Background: an optimization exercise with open tools, aiming at small area, a short achievable clock period and few clock cycles per item. Do not read the settings as production practice. Where RTL was checked, it was by simulation tests only, not by an equivalence proof against the original. Power figures rest on the tool's default switching activity, not on a simulated workload.

Design tcp_rx, start of the top module:
module tcp_rx (
    input  wire        clk,
    input  wire        rst,
    input  wire        start,
    output wire        ready,
    input  wire        raw,
    input  wire [31:0] src_addr,
    input  wire [31:0] dst_addr,
    input  wire [15:0] len,
    input  wire        in_valid,
    output wire        in_ready,
    input  wire [31:0] in_data,
    output reg         done,
    output reg  [1:0]  result,
    output reg  [15:0] csum,
    output reg  [2:0]  seg_class,
    output reg  [15:0] payload_len,
    output reg  [15:0] sport,
    output reg  [15:0] dport,
    output reg  [31:0] seq_num,
    output reg  [31:0] ack_num,
    output reg  [3:0]  doff,
    output reg  [5:0]  flags,
    output reg  [15:0] window,
    output reg  [15:0] cksum_field,
    output reg  [15:0] urg_ptr
);
export LEC_CHECK = 0
export CAP_MARGIN = 20
export CORE_MARGIN = 2
export CORE_UTILIZATION = 55
export PLACE_DENSITY = 0.7
export SLEW_MARGIN = 20
create_clock -name core_clock -period 11.0 [get_ports {clk}]
standard.sh (not shown) runs the stock make flow with config.mk's settings and CLKGATE_MAP_FILE= SYNTH_SCRIPT=/design/flow/synth_recipe.tcl, a recipe that flattens the netlist after the stock synthesis.
==> flow/flow/run.sh <==
#!/bin/bash
# Layout flow: the standard ORFS flow (standard.sh) with these changes:
# - ports buffered by the smallest plain buffer (buf_1) instead of the
#   delay-cell buffer buffer_ports picks by default;
# - timing repair aimed at a setup margin below the clock period, so the
#   resizer works on the paths that set the achieved period;
# - clock tree synthesis without dummy loads.
# The make output goes to standard.log; each ORFS step writes its own log
# under orfs/logs/.
set -euo pipefail
bash standard.sh \
  "BUFFER_PORTS_ARGS=-buffer_cell sky130_fd_sc_hd__buf_1" \
  "SETUP_SLACK_MARGIN=7.7" \
  "CTS_ARGS=-sink_clustering_enable -repair_clock_nets -dont_use_dummy_load -sink_clustering_size 25 -sink_clustering_max_diameter 150" \
  finish > standard.log 2>&1
The starting point completed with no timing, DRC or antenna violations.
Testbench counts at the start, summed over its fixed seeds: cycles 93,989, items 1,280.
Then changed:
--- a/flow/flow/run.sh
+++ b/flow/flow/run.sh
@@ -13,2 +13,3 @@
   "SETUP_SLACK_MARGIN=7.7" \
+  "SETUP_MOVE_SEQUENCE=unbuffer,sizeup,swap" \
   "CTS_ARGS=-sink_clustering_enable -repair_clock_nets -dont_use_dummy_load -sink_clustering_size 25 -sink_clustering_max_diameter 150" \
- CORE_UTILIZATION: 55 -> 40
- PLACE_DENSITY: 0.7 -> 0.6
=> Worst hold slack gains 6.5 ps. Combinational power hardly moves. Critical path depth decreases by 9. Clock-buffer cell count stays the same. Sequential share of layout area increases by 0.67 points. Final area decreases by 1.3%. Global-route usage decreases by 7.5 points. Cell count increases by 5.4%. Flip-flop and latch count does not change. First-iteration DRC count decreases by 20%.
Then changed:
--- a/flow/flow/run.sh
+++ b/flow/flow/run.sh
@@ -12,4 +12,3 @@
   "BUFFER_PORTS_ARGS=-buffer_cell sky130_fd_sc_hd__buf_1" \
-  "SETUP_SLACK_MARGIN=7.7" \
-  "SETUP_MOVE_SEQUENCE=unbuffer,sizeup,swap" \
+  "SETUP_SLACK_MARGIN=7.65" \
   "CTS_ARGS=-sink_clustering_enable -repair_clock_nets -dont_use_dummy_load -sink_clustering_size 25 -sink_clustering_max_diameter 150" \
Effect:
- sequential power hardly moves
- worst setup slack got worse by 13 ps
- combinational power barely changes

Setup of run 1:
Another version of the RTL of tcp_rx (not shown whole).
Size: ~950 cells after synthesis, about 0.013 mm2 of cells after synthesis.
==> flow/design.v (excerpt) <==
module tcp_rx (
    input  wire        clk,
    input  wire        rst,
    input  wire        start,
    output wire        ready,
    input  wire        raw,
    input  wire [31:0] src_addr,
    input  wire [31:0] dst_addr,
    input  wire [15:0] len,
    input  wire        in_valid,
    output wire        in_ready,
    input  wire [31:0] in_data,
    output reg         done,
    output reg  [1:0]  result,
    output reg  [15:0] csum,
    output reg  [2:0]  seg_class,
    output reg  [15:0] payload_len,
    output reg  [15:0] sport,
    output reg  [15:0] dport,
    output reg  [31:0] seq_num,
    output reg  [31:0] ack_num,
    output reg  [3:0]  doff,
    output reg  [5:0]  flags,
    output reg  [15:0] window,
    output reg  [15:0] cksum_field,
    output reg  [15:0] urg_ptr
);
Settings: LEC_CHECK=0, CAP_MARGIN=20, CORE_MARGIN=2, CORE_UTILIZATION=40, PLACE_DENSITY=0.6, SLEW_MARGIN=20; clock period 11.0 ns.
==> flow/flow/run.sh <==
#!/bin/bash
# Layout flow: the standard ORFS flow (standard.sh) with these changes:
# - ports buffered by the smallest plain buffer (buf_1) instead of the
#   delay-cell buffer buffer_ports picks by default;
# - timing repair aimed at a setup margin below the clock period, so the
#   resizer works on the paths that set the achieved period;
# - clock tree synthesis without dummy loads.
# The make output goes to standard.log; each ORFS step writes its own log
# under orfs/logs/.
set -euo pipefail
bash standard.sh \
  "BUFFER_PORTS_ARGS=-buffer_cell sky130_fd_sc_hd__buf_1" \
  "SETUP_SLACK_MARGIN=7.8" \
  "CTS_ARGS=-sink_clustering_enable -repair_clock_nets -dont_use_dummy_load -sink_clustering_size 20 -sink_clustering_max_diameter 80" \
  finish > standard.log 2>&1
Having completed the whole flow, run 1 delivered a layout that passed the timing, DRC and antenna checks.
## Diff of input files: run 2 against run 1
Settings: ABC_CLOCK_PERIOD_IN_PS newly set to 3000.
Notes after the runs:
Reported for run 1 and run 2, area occupied by registers turned out identical to the last digit.
Re synthesized cell count: no difference whatsoever between run 2 and run 1.
Area after synthesis: run 2 vs run 1 identical
Max-slew violation total from the final report: run 2 vs run 1 — no meaningful difference
From run 2 to run 1, area of all placed cells without fillers did not move at all.
Wire length reported by the detailed router: run 2 vs run 1 identical
Looking at the reports, run 2 completed the entire flow and the layout it produced met the timing, DRC and antenna checks.
Between run 2 and run 1, the synthesized-area fraction occupied by and/or/nand/nor cells does not differ in any meaningful way.
### run 2 -> run 3
Settings: ABC_CLOCK_PERIOD_IN_PS no longer set, was 3000.
-- flow/flow/run.sh --
<<< run 2, line 12
  "BUFFER_PORTS_ARGS=-buffer_cell sky130_fd_sc_hd__buf_1" \
  "SETUP_SLACK_MARGIN=7.8" \
  "CTS_ARGS=-sink_clustering_enable -repair_clock_nets -dont_use_dummy_load -sink_clustering_size 20 -sink_clustering_max_diameter 80" \
  finish > standard.log 2>&1
>>> run 3, line 12
  "BUFFER_PORTS_ARGS=-buffer_cell sky130_fd_sc_hd__buf_1" \
  "SETUP_SLACK_MARGIN=7.8" \
  "CTS_ARGS=-sink_clustering_enable -repair_clock_nets -dont_use_dummy_load" \
  finish > standard.log 2>&1
### Flow results
In summary, run 3 completed successfully, with a layout that passed the timing, DRC and antenna checks. The synthesis-to-finish area growth reported for run 3 is greater than that of run 2 by 3.8 points. Compared to run 2, run 3 has power share of the clock group 4.6 points higher. When run 3 is measured against run 2, its headroom to the max-slew limit turns out 1.4 points lower. First-pass GRT wire length, run 2 and run 3, higher one = run 3. Between run 2 and run 3, the flow reports final instance area increasing by a few percent. Re via count: run 3 is 32 down on run 2. Compared with run 2, run 3 shows post-route clock period utilization higher by 0.71 points. Compared with run 2, number of buffers created by CTS in run 3 increased by more than half. Looking at endpoint of the worst setup timing path, the csum[9] result is from run 3; the csum[13] one comes from run 2. Diff run 3..run 2 | met1 usage | negligible.
No run of this note included a check of the RTL's function; only the layout flow was run.

[static timing again, ports no longer ideal]
In the flow no input, the clock included, has a driving cell. The finished layouts below were timed again as built, in two steps.
Step 1 sets driving cells, clkbuf_16 on the clock port and buf_2 on the other inputs (assumed; they add their load-dependent delay and slew).
Step 2 also shifts input and output timing later by t, the mid clock arrival at the registers, as if the neighbouring blocks saw the same clock.
Three values: no drivers, after step 1, after step 2; two values: the first two.
run	t, ns	setup WS [ns]	worst setup path at the end	slew at the worst register clock pin (ns)	cell pins on the clock port's net
the first run of note 1	0.512	7.591 / 7.591 / 7.200	input to register	0.10 / 0.10	1
the second run of note 1	0.510	7.639 / 7.586 / 7.190	input to register	0.10 / 0.10	1
the third run of note 1	0.510	7.625 / 7.625 / 7.199	input to register	0.11 / 0.11	1
run 1	0.548	7.533 / 7.533 / 7.293	input to register	0.08 / 0.08	1
run 2	0.548	7.533 / 7.533 / 7.293	input to register	0.08 / 0.08	1
run 3	0.589	7.455 / 7.455 / 7.298	input to register	0.06 / 0.06	1
After both steps every run listed still meets setup and hold. For the second run of note 1, which loses most, drivers alone change the setup slack by -0.053 ns; drivers and shift together by -0.449 ns.
